Source: an optimization exercise on an open RTL-to-GDS flow (aim: a short achievable clock period and few clock cycles). Production flows keep margins and buffers that such runs may drop. The RTL was checked by simulation tests, not by an equivalence proof against the original design.

==> flow/design.v <==
module asd_jtag_engine (
    input  wire        clk,
    input  wire        rst,
    input  wire        start,
    input  wire [11:0] data_size,
    input  wire        hw_mode,
    input  wire        chain_multi,
    input  wire        wscan_enforce,
    output wire        ready,
    output reg         done,
    output reg  [7:0]  status,
    output reg  [11:0] pl_addr,
    input  wire [7:0]  pl_data,
    output reg         call_valid,
    output reg  [3:0]  call_op,
    output reg  [15:0] call_arg,
    output reg  [15:0] call_arg2,
    output reg  [63:0] call_tdi,
    input  wire        call_ack,
    input  wire        call_fail,
    input  wire [63:0] call_rdata,
    output reg         rsp_valid,
    output reg  [7:0]  rsp_data
);
    localparam [3:0] C_SET_TAP_STATE  = 4'd1;
    localparam [3:0] C_SHIFT          = 4'd2;
    localparam [3:0] C_SET_TCK        = 4'd3;
    localparam [3:0] C_SET_PADDING    = 4'd4;
    localparam [3:0] C_WAIT_CYCLES    = 4'd5;
    localparam [3:0] C_TAP_RESET      = 4'd6;
    localparam [3:0] C_SET_CHAIN      = 4'd7;
    localparam [3:0] C_PIN_WRITE      = 4'd8;
    localparam [3:0] C_PIN_READ       = 4'd9;
    localparam [3:0] C_WAIT_PRDY      = 4'd10;
    localparam [3:0] C_WAIT_SYNC      = 4'd11;
    localparam [3:0] C_EVENT_CONFIG   = 4'd12;
    localparam [7:0] ST_SUCCESS   = 8'h00;
    localparam [7:0] ST_JTAG_FAIL = 8'h2A;
    localparam [2:0] D_IDLE = 3'd0;
    localparam [2:0] D_OP   = 3'd1;
    localparam [2:0] D_OPND = 3'd2;
    localparam [2:0] D_PEEK = 3'd3;
    localparam [2:0] D_END  = 3'd4;
    localparam [1:0] E_NONE = 2'd0;
    localparam [1:0] E_PIN  = 2'd1;
    localparam [1:0] E_SCAN = 2'd2;
    reg        rdy;
    assign ready = rdy;
    reg [11:0] na;             
    reg        rv;             
    reg        dv;             
    reg [2:0]  dst;
    reg        dfail;
    reg [11:0] pc;             
    reg [11:0] rem;            
    reg [7:0]  cur_op;
    reg [3:0]  ocnt;           
    reg [2:0]  oidx;           
    reg [63:0] opnd;
    reg        m_hw, m_cm, m_we;
    reg [3:0]  tap;            
    reg [7:0]  x6;             
    reg        unres;          
    reg        uwalk;          
    reg [1:0]  skind;
    reg [1:0]  sidx;           
    reg [3:0]  cand;           
    reg [11:0] wpc, wrem;      
    reg [3:0]  f_cop   [0:3];
    reg [15:0] f_arg   [0:3];
    reg [15:0] f_arg2  [0:3];
    reg [63:0] f_tdi   [0:3];
    reg [1:0]  f_emit  [0:3];
    reg [3:0]  f_nb    [0:3];
    reg        f_chain [0:3];
    reg [7:0]  f_op    [0:3];
    reg [3:0]  f_tap   [0:3];
    reg [7:0]  f_x6    [0:3];
    reg        f_res   [0:3];
    reg [1:0]  wp, rp;
    reg [2:0]  count;
    reg [1:0]  c_emit;
    reg [3:0]  c_nb;
    reg        c_chain;
    reg [7:0]  c_op;
    reg [3:0]  c_tap;
    reg [7:0]  c_x6;
    reg [63:0] ebuf;
    reg [3:0]  ecnt;           
    wire [7:0] b = pl_data;
    function [3:0] scan_nb(input [5:0] n6);
        scan_nb = (n6 == 6'd0) ? 4'd8 : ({1'b0, n6[5:3]} + {3'd0, (n6[2:0] != 3'd0)});
    endfunction
    function [1:0] skip_len(input [7:0] o);    
        case (o)
            8'h00, 8'h01, 8'h02, 8'h03, 8'h10, 8'h11: skip_len = 2'd1;
            8'h04, 8'h05:                             skip_len = 2'd2;
            default:                                  skip_len = 2'd0;
        endcase
    endfunction
    function adopt(input [7:0] o);
        adopt = (o[7:4] == 4'h2) &&
                ((o[3:0] == 4'd1) || (o[3:0] == 4'd6) || (o[3:0] == 4'd13));
    endfunction
    wire [1:0]  b_skip   = skip_len(b);
    wire [3:0]  b_nb     = scan_nb(b[5:0]);
    wire [6:0]  b_nbits  = (b[5:0] == 6'd0) ? 7'd64 : {1'b0, b[5:0]};
    wire [6:0]  cur_nbits = (cur_op[5:0] == 6'd0) ? 7'd64 : {1'b0, cur_op[5:0]};
    wire [3:0]  cur_nb   = scan_nb(cur_op[5:0]);
    wire [11:0] rem_m1   = rem - 12'd1;
    wire [11:0] pc_p1    = pc + 12'd1;
    wire        rem_small = (rem[11:4] == 8'd0);
    wire [6:0]  jtag_div = (b[5:0] == 6'd0) ? 7'd64 : {1'b0, b[5:0]};
    wire [9:0]  jtag_tck = {3'b000, jtag_div} << b[7:6];
    wire [4:0]  multi_k  = {1'b0, b[3:0]} + 5'd1;
    reg        t_push;
    reg [3:0]  t_cop;
    reg [15:0] t_arg, t_arg2;
    reg [63:0] t_tdi;
    reg [1:0]  t_emit;
    reg [3:0]  t_nb;
    reg        t_chain;
    reg [3:0]  t_tap;
    reg        t_res;
    reg        t_patch;
    reg [3:0]  t_pend;
    reg        t_unpush;
    reg        t_jump;
    reg [11:0] t_jt;
    reg        t_proc;
    reg        t_fail;
    reg [2:0]  n_dst;
    reg        t_pop;
    reg        t_hs;
    reg        t_cv;
    reg [3:0]  t_ecnt;
    reg [2:0]  t_count;
    reg [11:0] t_base;
    reg        t_req;
    reg        t_cfail;
    always @(posedge clk) begin
        if (rst) begin
            rdy        <= 1'b1;
            done       <= 1'b0;
            status     <= ST_SUCCESS;
            pl_addr    <= 12'd0;
            call_valid <= 1'b0;
            call_op    <= 4'd0;
            call_arg   <= 16'd0;
            call_arg2  <= 16'd0;
            call_tdi   <= 64'd0;
            rsp_valid  <= 1'b0;
            rsp_data   <= 8'd0;
            na         <= 12'd0;
            rv         <= 1'b0;
            dv         <= 1'b0;
            dst        <= D_IDLE;
            dfail      <= 1'b0;
            pc         <= 12'd0;
            rem        <= 12'd0;
            cur_op     <= 8'd0;
            ocnt       <= 4'd0;
            oidx       <= 3'd0;
            opnd       <= 64'd0;
            m_hw       <= 1'b0;
            m_cm       <= 1'b0;
            m_we       <= 1'b0;
            tap        <= 4'd0;
            x6         <= 8'd0;
            unres      <= 1'b0;
            uwalk      <= 1'b0;
            skind      <= 2'd0;
            sidx       <= 2'd0;
            cand       <= 4'd0;
            wpc        <= 12'd0;
            wrem       <= 12'd0;
            wp         <= 2'd0;
            rp         <= 2'd0;
            count      <= 3'd0;
            c_emit     <= E_NONE;
            c_nb       <= 4'd0;
            c_chain    <= 1'b0;
            c_op       <= 8'd0;
            c_tap      <= 4'd0;
            c_x6       <= 8'd0;
            ebuf       <= 64'd0;
            ecnt       <= 4'd0;
        end else if (rdy) begin
            done      <= 1'b0;
            rsp_valid <= 1'b0;
            if (start) begin
                rdy     <= 1'b0;
                m_hw    <= hw_mode;
                m_cm    <= chain_multi;
                m_we    <= wscan_enforce;
                pc      <= 12'd0;
                rem     <= data_size;
                dst     <= D_OP;
                dfail   <= 1'b0;
                unres   <= 1'b0;
                uwalk   <= 1'b0;
                wp      <= 2'd0;
                rp      <= 2'd0;
                count   <= 3'd0;
                dv      <= 1'b1;
                rv      <= 1'b1;
                pl_addr <= 12'd1;
                na      <= 12'd2;
            end else begin
                pl_addr <= 12'd0;
                rv      <= 1'b0;
                dv      <= 1'b0;
            end
        end else begin
            done <= 1'b0;
            t_push   = 1'b0;
            t_cop    = 4'd0;
            t_arg    = 16'd0;
            t_arg2   = 16'd0;
            t_tdi    = opnd;
            t_emit   = E_NONE;
            t_nb     = 4'd0;
            t_chain  = 1'b0;
            t_tap    = tap;
            t_res    = 1'b1;
            t_patch  = 1'b0;
            t_pend   = tap;
            t_unpush = 1'b0;
            t_jump   = 1'b0;
            t_jt     = 12'd0;
            t_proc   = 1'b0;
            t_fail   = 1'b0;
            n_dst    = dst;
            case (dst)
                D_OP: begin
                    if (rem == 12'd0) begin
                        if (unres) begin
                            t_patch = 1'b1;
                            t_pend  = uwalk ? cand : tap;
                        end
                        n_dst = D_END;
                        dfail <= 1'b0;
                    end else if (dv) begin
                        t_proc = 1'b1;
                        if (unres && !uwalk) begin
                            if (b[7:4] == 4'h2) begin
                                if (m_hw && (rem != 12'd1)) begin
                                    uwalk <= 1'b1;
                                    cand  <= b[3:0];
                                end else begin
                                    t_patch = 1'b1;
                                    t_pend  = b[3:0];
                                end
                            end else if ((b[7:6] == skind) || ((skind == 2'b01) && !m_we)) begin
                                t_patch = 1'b1;
                                t_pend  = tap;
                            end else begin
                                t_unpush = 1'b1;
                                t_proc   = 1'b0;
                                unres    <= 1'b0;
                                n_dst    = D_END;
                                dfail    <= 1'b1;
                            end
                        end else if (unres && uwalk) begin
                            if (b_skip != 2'd0) begin
                                if (rem > {9'd0, b_skip} + 12'd1) begin
                                    t_proc = 1'b0;
                                    t_jump = 1'b1;
                                    t_jt   = pc_p1 + {10'd0, b_skip};
                                    wpc    <= pc_p1 + {10'd0, b_skip};
                                    wrem   <= rem_m1 - {10'd0, b_skip};
                                    n_dst  = D_PEEK;
                                end else begin
                                    t_patch = 1'b1;
                                    t_pend  = cand;
                                end
                            end else begin
                                t_patch = 1'b1;
                                t_pend  = adopt(b) ? b[3:0] : cand;
                            end
                        end
                        if (t_proc) begin
                            pc  <= pc_p1;
                            rem <= rem_m1;
                            if (b[7:6] != 2'b00) begin
                                if (b[7:6] == 2'b10) begin
                                    t_push = 1'b1;
                                    t_res  = 1'b0;
                                    t_cop  = C_SHIFT;
                                    t_arg  = {6'd0, 1'b0, 1'b1, 1'b0, b_nbits};
                                    t_emit = E_SCAN;
                                    t_nb   = b_nb;
                                    unres  <= 1'b1;
                                    uwalk  <= 1'b0;
                                    skind  <= b[7:6];
                                    sidx   <= wp;
                                end else if (rem_small && (rem[3:0] <= b_nb)) begin
                                    t_fail = 1'b1;
                                end else begin
                                    cur_op <= b;
                                    ocnt   <= b_nb;
                                    oidx   <= 3'd0;
                                    n_dst  = D_OPND;
                                end
                            end else if (b[7:4] == 4'h2) begin
                                t_push = 1'b1;
                                t_cop  = C_SET_TAP_STATE;
                                t_arg  = {12'd0, b[3:0]};
                                t_tap  = b[3:0];
                                tap    <= b[3:0];
                            end else begin
                                case (b)
                                    8'h00, 8'h01, 8'h02, 8'h03, 8'h06, 8'h07,
                                    8'h08, 8'h09, 8'h0A, 8'h0B, 8'h0C, 8'h0D,
                                    8'h0E, 8'h0F, 8'h10, 8'h11: begin
                                        if (rem_small && (rem[3:0] <= 4'd1)) t_fail = 1'b1;
                                        else begin
                                            cur_op <= b; ocnt <= 4'd1; oidx <= 3'd0; n_dst = D_OPND;
                                        end
                                    end
                                    8'h04, 8'h05: begin
                                        if (rem_small && (rem[3:0] <= 4'd2)) t_fail = 1'b1;
                                        else begin
                                            cur_op <= b; ocnt <= 4'd2; oidx <= 3'd0; n_dst = D_OPND;
                                        end
                                    end
                                    8'h19: begin
                                        if (rem_small && (rem[3:0] <= 4'd4)) t_fail = 1'b1;
                                        else begin
                                            cur_op <= b; ocnt <= 4'd4; oidx <= 3'd0; n_dst = D_OPND;
                                        end
                                    end
                                    8'h12: begin
                                        t_push = 1'b1;
                                        t_cop  = C_WAIT_PRDY;
                                        t_arg  = {8'd0, x6};
                                    end
                                    8'h13: ;
                                    8'h14: begin
                                        t_push = 1'b1;
                                        t_cop  = C_TAP_RESET;
                                        t_tap  = 4'd0;
                                        tap    <= 4'd0;
                                    end
                                    default: t_fail = 1'b1;
                                endcase
                            end
                        end
                    end
                end
                D_OPND: begin
                    if (dv) begin
                        pc   <= pc_p1;
                        rem  <= rem_m1;
                        opnd[oidx*8 +: 8] <= b;
                        t_tdi[oidx*8 +: 8] = b;
                        oidx <= oidx + 3'd1;
                        ocnt <= ocnt - 4'd1;
                        if (ocnt == 4'd1) begin
                            n_dst = D_OP;
                            if (cur_op[7:6] != 2'b00) begin
                                t_push = 1'b1;
                                t_res  = 1'b0;
                                t_cop  = C_SHIFT;
                                t_arg  = {6'd0, 1'b1, (cur_op[7:6] == 2'b11), 1'b0, cur_nbits};
                                t_emit = (cur_op[7:6] == 2'b11) ? E_SCAN : E_NONE;
                                t_nb   = cur_nb;
                                unres  <= 1'b1;
                                uwalk  <= 1'b0;
                                skind  <= cur_op[7:6];
                                sidx   <= wp;
                            end else begin
                                case (cur_op)
                                    8'h00: begin
                                        if (b[6:0] < 7'd48) begin
                                            t_push = 1'b1;
                                            t_cop  = C_EVENT_CONFIG;
                                            t_arg  = {9'd0, b[6:0]};
                                            t_arg2 = {15'd0, b[7]};
                                        end
                                    end
                                    8'h01: begin
                                        t_push = 1'b1;
                                        t_cop  = C_SET_TCK;
                                        t_arg  = {6'd0, jtag_tck};
                                    end
                                    8'h02, 8'h03: begin
                                        t_push = 1'b1;
                                        t_cop  = C_SET_PADDING;
                                        t_arg  = {8'd0, b};
                                        t_arg2 = {15'd0, cur_op[0]};
                                    end
                                    8'h04, 8'h05: begin
                                        t_push = 1'b1;
                                        t_cop  = C_SET_PADDING;
                                        t_arg  = {b, opnd[7:0]};
                                        t_arg2 = {14'd0, 1'b1, cur_op[0]};
                                    end
                                    8'h06: x6 <= b;
                                    8'h07: begin
                                        if (!b[6]) begin
                                            t_push = 1'b1;
                                            t_cop  = C_PIN_WRITE;
                                            t_arg  = {10'd0, b[5:0]};
                                            t_arg2 = {15'd0, b[7]};
                                        end else if (!m_cm) begin
                                            if (b[3:1] != 3'd0) t_fail = 1'b1;
                                            else begin
                                                t_push  = 1'b1;
                                                t_cop   = C_SET_CHAIN;
                                                t_arg   = {15'd0, b[0]};
                                                t_chain = 1'b1;
                                            end
                                        end else begin
                                            if ((rem_m1[11:5] == 7'd0) && (rem_m1[4:0] < multi_k)) begin
                                                t_fail = 1'b1;
                                            end else begin
                                                t_jump = 1'b1;
                                                t_jt   = pc_p1 + {7'd0, multi_k};
                                                pc     <= pc_p1 + {7'd0, multi_k};
                                                rem    <= rem_m1 - {7'd0, multi_k};
                                            end
                                        end
                                    end
                                    8'h08, 8'h09, 8'h0A, 8'h0B,
                                    8'h0C, 8'h0D, 8'h0E, 8'h0F: begin
                                        t_push = 1'b1;
                                        t_cop  = C_PIN_READ;
                                        t_arg  = {9'd0, b[6:0]};
                                        t_emit = E_PIN;
                                        t_nb   = 4'd1;
                                    end
                                    8'h10, 8'h11: begin
                                        t_push = 1'b1;
                                        t_cop  = C_WAIT_CYCLES;
                                        t_arg  = {7'd0, (b == 8'd0), b};
                                        t_arg2 = {15'd0, cur_op[0]};
                                    end
                                    8'h19: begin
                                        t_push = 1'b1;
                                        t_cop  = C_WAIT_SYNC;
                                        t_arg  = opnd[15:0];
                                        t_arg2 = {b, opnd[23:16]};
                                    end
                                    default: t_fail = 1'b1;
                                endcase
                            end
                        end
                    end
                end
                D_PEEK: begin
                    if (dv) begin
                        if ((b_skip != 2'd0) && (wrem > {9'd0, b_skip} + 12'd1)) begin
                            t_jump = 1'b1;
                            t_jt   = wpc + {10'd0, b_skip} + 12'd1;
                            wpc    <= wpc + {10'd0, b_skip} + 12'd1;
                            wrem   <= wrem - {10'd0, b_skip} - 12'd1;
                        end else begin
                            t_patch = 1'b1;
                            t_pend  = ((b_skip == 2'd0) && adopt(b)) ? b[3:0] : cand;
                            t_jump  = 1'b1;
                            t_jt    = pc;
                            n_dst   = D_OP;
                        end
                    end
                end
                default: ;
            endcase
            if (t_fail) begin
                n_dst = D_END;
                dfail <= 1'b1;
            end
            if (t_patch) begin
                f_arg2[sidx] <= {12'd0, t_pend};
                f_tap[sidx]  <= t_pend;
                f_res[sidx]  <= 1'b1;
                if (!(t_push && !t_res))
                    unres <= 1'b0;
            end
            if (t_push) begin
                f_cop[wp]   <= t_cop;
                f_arg[wp]   <= t_arg;
                f_arg2[wp]  <= t_arg2;
                f_tdi[wp]   <= t_tdi;
                f_emit[wp]  <= t_emit;
                f_nb[wp]    <= t_nb;
                f_chain[wp] <= t_chain;
                f_op[wp]    <= (dst == D_OPND) ? cur_op : b;
                f_tap[wp]   <= t_tap;
                f_x6[wp]    <= x6;
                f_res[wp]   <= t_res;
                wp          <= wp + 2'd1;
            end
            if (t_unpush)
                wp <= wp - 2'd1;
            t_hs    = call_valid && call_ack;
            t_cfail = t_hs && call_fail;
            t_pop   = 1'b0;
            t_cv    = call_valid;
            t_ecnt  = (ecnt == 4'd0) ? 4'd0 : (ecnt - 4'd1);
            if (ecnt != 4'd0) begin
                rsp_valid <= 1'b1;
                rsp_data  <= ebuf[7:0];
                ebuf      <= {8'd0, ebuf[63:8]};
                ecnt      <= ecnt - 4'd1;
            end else begin
                rsp_valid <= 1'b0;
            end
            if (t_hs) begin
                if (call_fail) begin
                    t_cv = 1'b0;
                end else if (c_chain) begin
                    call_op   <= C_PIN_WRITE;
                    call_arg  <= 16'd16;
                    call_arg2 <= {15'd0, call_arg[0]};
                    c_chain   <= 1'b0;
                end else if (c_emit != E_NONE) begin
                    t_cv      = 1'b0;
                    rsp_valid <= 1'b1;
                    rsp_data  <= c_op;
                    ebuf      <= (c_emit == E_PIN) ? {56'd0, call_rdata[0], call_arg[6:0]}
                                                   : call_rdata;
                    ecnt      <= c_nb;
                    t_ecnt    = c_nb;
                end else if ((count != 3'd0) && f_res[rp]) begin
                    t_pop = 1'b1;
                end else begin
                    t_cv = 1'b0;
                end
            end else if (!call_valid && (count != 3'd0) && f_res[rp] && (ecnt[3:1] == 3'd0)) begin
                t_pop = 1'b1;
            end
            if (t_pop) begin
                t_cv      = 1'b1;
                call_op   <= f_cop[rp];
                call_arg  <= f_arg[rp];
                call_arg2 <= f_arg2[rp];
                call_tdi  <= f_tdi[rp];
                c_emit    <= f_emit[rp];
                c_nb      <= f_nb[rp];
                c_chain   <= f_chain[rp];
                c_op      <= f_op[rp];
                c_tap     <= f_tap[rp];
                c_x6      <= f_x6[rp];
                rp        <= rp + 2'd1;
            end
            call_valid <= t_cv;
            t_count = count + {2'd0, t_push} - {2'd0, t_pop} - {2'd0, t_unpush};
            t_base = t_jump ? t_jt : na;
            t_req  = ((n_dst == D_OP) || (n_dst == D_OPND) || (n_dst == D_PEEK)) &&
                     ((n_dst == D_PEEK) || (t_count <= 3'd2));
            dv <= rv && !t_jump;
            if (t_req) begin
                pl_addr <= t_base;
                rv      <= 1'b1;
                na      <= t_base + 12'd1;
            end else begin
                pl_addr <= 12'd0;
                rv      <= 1'b0;
                na      <= t_base;
            end
            dst   <= n_dst;
            count <= t_count;
            if (t_cfail) begin
                done    <= 1'b1;
                status  <= ST_JTAG_FAIL;
                rdy     <= 1'b1;
                tap     <= c_tap;
                x6      <= c_x6;
                dst     <= D_IDLE;
                count   <= 3'd0;
                unres   <= 1'b0;
                pl_addr <= 12'd0;
                rv      <= 1'b0;
                dv      <= 1'b0;
            end else if ((dst == D_END) && (count == 3'd0) && !t_cv && (t_ecnt == 4'd0)) begin
                done    <= 1'b1;
                status  <= dfail ? ST_JTAG_FAIL : ST_SUCCESS;
                rdy     <= 1'b1;
                dst     <= D_IDLE;
                pl_addr <= 12'd0;
                rv      <= 1'b0;
                dv      <= 1'b0;
            end
        end
    end
endmodule
==> flow/run.sh <==
#!/bin/bash
# synth_recipe.tcl (not shown) runs the flow's synth.tcl, then flattens the netlist and writes it again
# the make line also repeats each setting of config.mk as NAME=value (left out here)
make -C /OpenROAD-flow-scripts/flow DESIGN_CONFIG=/design/flow/config.mk WORK_HOME=/design/flow/orfs CLKGATE_MAP_FILE= SYNTH_SCRIPT=/design/flow/synth_recipe.tcl finish
==> flow/config.mk <==
export PLATFORM = sky130hd
export DESIGN_NAME = asd_jtag_engine
export DESIGN_NICKNAME = asd_jtag_engine
export VERILOG_FILES = /design/flow/design.v
export SDC_FILE = /design/flow/constraint.sdc
export NUM_CORES = 4
export LEC_CHECK = 0
export CAP_MARGIN = 20
export CORE_MARGIN = 2
export CORE_UTILIZATION = 40
export SLEW_MARGIN = 20
==> flow/constraint.sdc <==
create_clock -name core_clock -period 6.0 [get_ports {clk}]
set_input_delay 1.2000 -clock core_clock [delete_from_list [all_inputs] [get_ports {clk}]]
set_output_delay 1.2000 -clock core_clock [all_outputs]
set_load 0.01 [all_outputs]
==> notes.md <==
[layout make-up]
| type | instances | area [um2] |
|---|---|---|
| clock inverter | 54 | 558.0 |
| antenna | 2 | 5.005 |
| sequential | 911 | 23340 |
| fill | 9369 | 53170 |
| multi-input combinational | 2493 | 16630 |
| inverter | 64 | 255.2 |
| clock buffer | 130 | 2720 |
| tap | 1368 | 1712 |
| timing repair buffer | 360 | 3498 |
[cell usage in the layout (no fill, tap or decap), types with 19 or more instances in the layout]
master           count
a22oi_1            109
ha_1                54
o211ai_1            19
xor2_1              33
nand2b_1            61
xnor2_1             64
a22o_1              36
mux2i_1             38
o21ai_0            149
clkinv_2            24
or2_2               19
inv_1               60
a21oi_1            261
clkbuf_1            20
edfxtp_1           508
o22ai_1             19
a211oi_1            40
and3_1              21
nor2_1             448
clkdlybuf4s50_1    213
nand2_1            458
dfxtp_1            398
clkbuf_16          102
buf_4              122
and2_1              20
mux4_2             129
nor2b_1             22
nor3_1              79
nand3_1             75
a222oi_1            45
[worst max-delay path: cells and delay by family]
kind / cells / cell delay [ps]
xor+xnor: 3 / 430
buf+inv: 3 / 830
simple gates: 7 / 1190
fa+ha+maj: 4 / 1150
compound gates: 5 / 1230
[how the worst min path moves through the flow]
stage                       from            to  slack (ps)  depth (start not counted)
detailed placement         na[8]         na[8]         440                          2
finish                        rv            dv         450                          2
CTS                 call_tdi[47]  call_tdi[47]         450                          2
global route                  rv            dv         470                          2
global placement    call_tdi[32]  call_tdi[32]         440                          2
floorplan                  na[8]         na[8]         420                          2
[state kept, by name, summed over array words and instances (netlist names), 12 cells and up, named ones only]
signal	count
call_arg	16
call_arg2	16
call_tdi	64
ebuf	64
f_arg	64
f_arg2	64
f_cop	16
f_nb	16
f_op	32
f_tap	16
f_tdi	256
f_x6	32
na	12
opnd	64
pc	12
pl_addr	12
rem	12
wpc	12
wrem	12
[metal layers]
layer	wire length, um	vias up	part of all wire (%)	GRT usage [%]
li1	-	14210	-	-
met3	7762	170	6.5	3.163
met1	52540	15210	44	30.98
met5	9	-	0.0075	0
met4	3128	2	2.6	7.015
met2	56410	1068	47	35.99
[cell families (layout without fill, tap and decap cells)]
| family | Yosys count | count (layout) | synth area share, % |
|---|---|---|---|
| compound gates | 842 | 842 | 13.62 |
| xor+xnor | 97 | 97 | 2.065 |
| fa+ha+maj | 62 | 62 | 2.007 |
| buf+inv | 323 | 608 | 3.150 |
| flops | 911 | 911 | 56.68 |
| mux | 168 | 168 | 8.012 |
| other cells | 1 | 7 | 0.009113 |
| simple gates | 1319 | 1319 | 14.46 |
[per-stage QoR]
stage	setup WS [ps]	hold WS (ps)	instances	util (%)	TNS, ps
3_3_place_gp	-58.85	441.8	5194	44.54	-192.3
6_report	471.7	449.0	5382	47.81	0
2_1_floorplan	14.09	416.8	3727	-	0
3_5_place_dp	-117.7	442.8	5195	44.56	-687.9
5_1_grt	77.59	466.3	5381	47.81	0
4_1_cts	563.1	453.6	5379	47.78	0
[power groups by stage]
stage / registers, mW / logic, mW / clock network, mW
finish: 6.61 / 0.762 / 6.14
global route: 6.61 / 0.823 / 6.50
CTS: 6.61 / 0.751 / 6.27
detailed placement: 6.75 / 0.746 / 0
global placement: 6.75 / 0.741 / 0
floorplan: 6.71 / 0.492 / 0
==> flow_metrics.tcl <==
set metrics [dict create \
    status "complete, no violations" \
    arrival_ps 6060 \
    overflow 0 \
    start_util_pct 40.39 \
    numCtsBuffers 98 \
    core_mm2 0.1019 \
    worst_clock_skew_ps 36.00 \
    worstPathRequired_ps 6530 \
    tightestPinTransition_ps 1134 \
    slew_violations 0 \
    combPwrFrac_pct 5.6 \
    syn_to_final_growth_pct 18.38 \
    drive_gt1_share_pct 12.66 \
    ys_types 100 \
    synth_top_flop_cell "edfxtp_1" \
    drcViolationCount 0 \
    power.share.clock_pct 45.4 \
    setup.worst_path.start "pl_data[4]" \
    r2r_end "na[11]" \
    seqPwrFrac_pct 48.9 \
    post_cts_resized 0 \
    path_class "in2reg" \
    intPower_mw 10.44 \
    grtUsageTotal_pct 22.27 \
    post_dp_cell_area_mm2 0.04540 \
    synthArstFlopShare_pct 0 \
    wl_per_cell_um 22.27 \
    grt_first_pass_wirelength_mm 183.3 \
    clk_latency_ps 680 \
    critical-path-slowest-cell "clkdlybuf4s50_1" \
    total_power_mw 13.52 \
    syn-cell-area_mm2 0.04115 \
    ant_nets 0 \
    nets 4081 \
    io_buffers 218 \
    p_sw_share_pct 22.77 \
    p_switching_mw 3.077 \
    synth_edf_count 508 \
    rrSetupSlack_ps 950 \
    syn_area_per_cell_um2 11.05 \
    synth_common_cells "508 x edfxtp_1, 458 x nand2_1, 451 x nor2_1" \
    crit_end "na[11]" \
    worst-r2r-cell-count 18 \
    synth.area.top_cells "edfxtp_1 37%, dfxtp_1 20%, mux4_2 7.1%, nand2_1 4.2%, nor2_1 4.1%" \
    ys_ff_latch 911 \
    start_kind "input pin" \
    finalSetupViolations 0 \
    crit_path_end_kind "flop" \
    die_area_mm2 0.1055 \
    yosysMostFrequentCell "edfxtp_1" \
    grt_max_degree 128 \
    powerDensity_mw_per_mm2 277.5 \
    rows 117 \
    cts_root_buf "clkbuf_16" \
    max_stage_delay_ps 470 \
    vias 30650 \
    cts.sinks 911 \
    crit_fanout 5 \
    irDropWorstVdd_v 0.0002017 \
    gp_congestion 0.9596 \
    ys_warn_count 1 \
    rr_startpoint "rem[0]" \
    synth_area_leader_cell "edfxtp_1" \
    grt_pass1_vias 29420 \
    finalCritPeriodShare_pct 92.14 \
    finalInstanceArea_mm2 0.04871 \
    wl_mm 119.8 \
    ctsHoldBuffers 0 \
    hold_viol_final 0 \
    detailedRoute.firstPassIterationCount 7 \
    synth_top_area_share_pct 37.07 \
    via_per_inst 5.696 \
    period_needed_ps 5528 \
    io_pins 224 \
    p_leak_nw 16.27 \
    drtIter0Drc 3063 \
    fmax_ghz 0.1809 \
    dp_hpwl_mm 81.49 \
    syn_inst 3723 \
    yosysSeqAreaShare_pct 56.68 \
    post_cts_buffers 0 \
    die_x_um 324.7 \
    antenna_found_initial 4 \
    tritoncts "done" \
    cts_max_level 3 \
    clock_path_buffers 3 \
    relSlewSlack_pct 23.58 \
    die_h_um 324.7 \
    cp_cell_sequence "clkdlybuf4s50_1, nor3_1, nand4_1, buf_4, ha_1, nor3_1, a2111oi_4, nand3_2, a21oi_4, nand2_4, o41ai_4, ha_1, ha_1, xnor2_1, xnor2_1, a21o_1, maj3_1, nor4b_4, buf_4, nand4b_1, xnor2_1, o21ai_1" \
    worst_hold_path_type "reg2reg" \
    rsz0062_at_grt "no" \
    timing.max_cap.violations 0 \
    clk_pin_slew_ps 60 \
]
Testbench counts, summed over its fixed seeds: cycles 129,915.

[port drivers added, routing unchanged]
The flow's constraints put no driver on any port. The routed layout listed below was extracted and timed again, unchanged, in two steps.
Step 1 assumes that a clkbuf_16 drives the clock port and a buf_2 every other input.
Step 2 times the ports against the registers' clock, not the clock port: input delays grow and output delays shrink by t, the midpoint of the rising clock arrivals with the driver on.
a / b / c = ideal / step 1 / step 2; a / b = the first two.
t, ns: 0.739
setup WS [ns]: 0.472 / 0.523 / -0.216
hold slack, ns: 0.449 / 0.449 / 0.449
worst data-port slew with drivers (ns): 0.14
cell pins on the clock port's net: 1
Met with ideal ports but missed after step 2: setup timing in this run. The setup slack of this run moves by +0.051 ns with the drivers and by -0.688 ns with both steps.
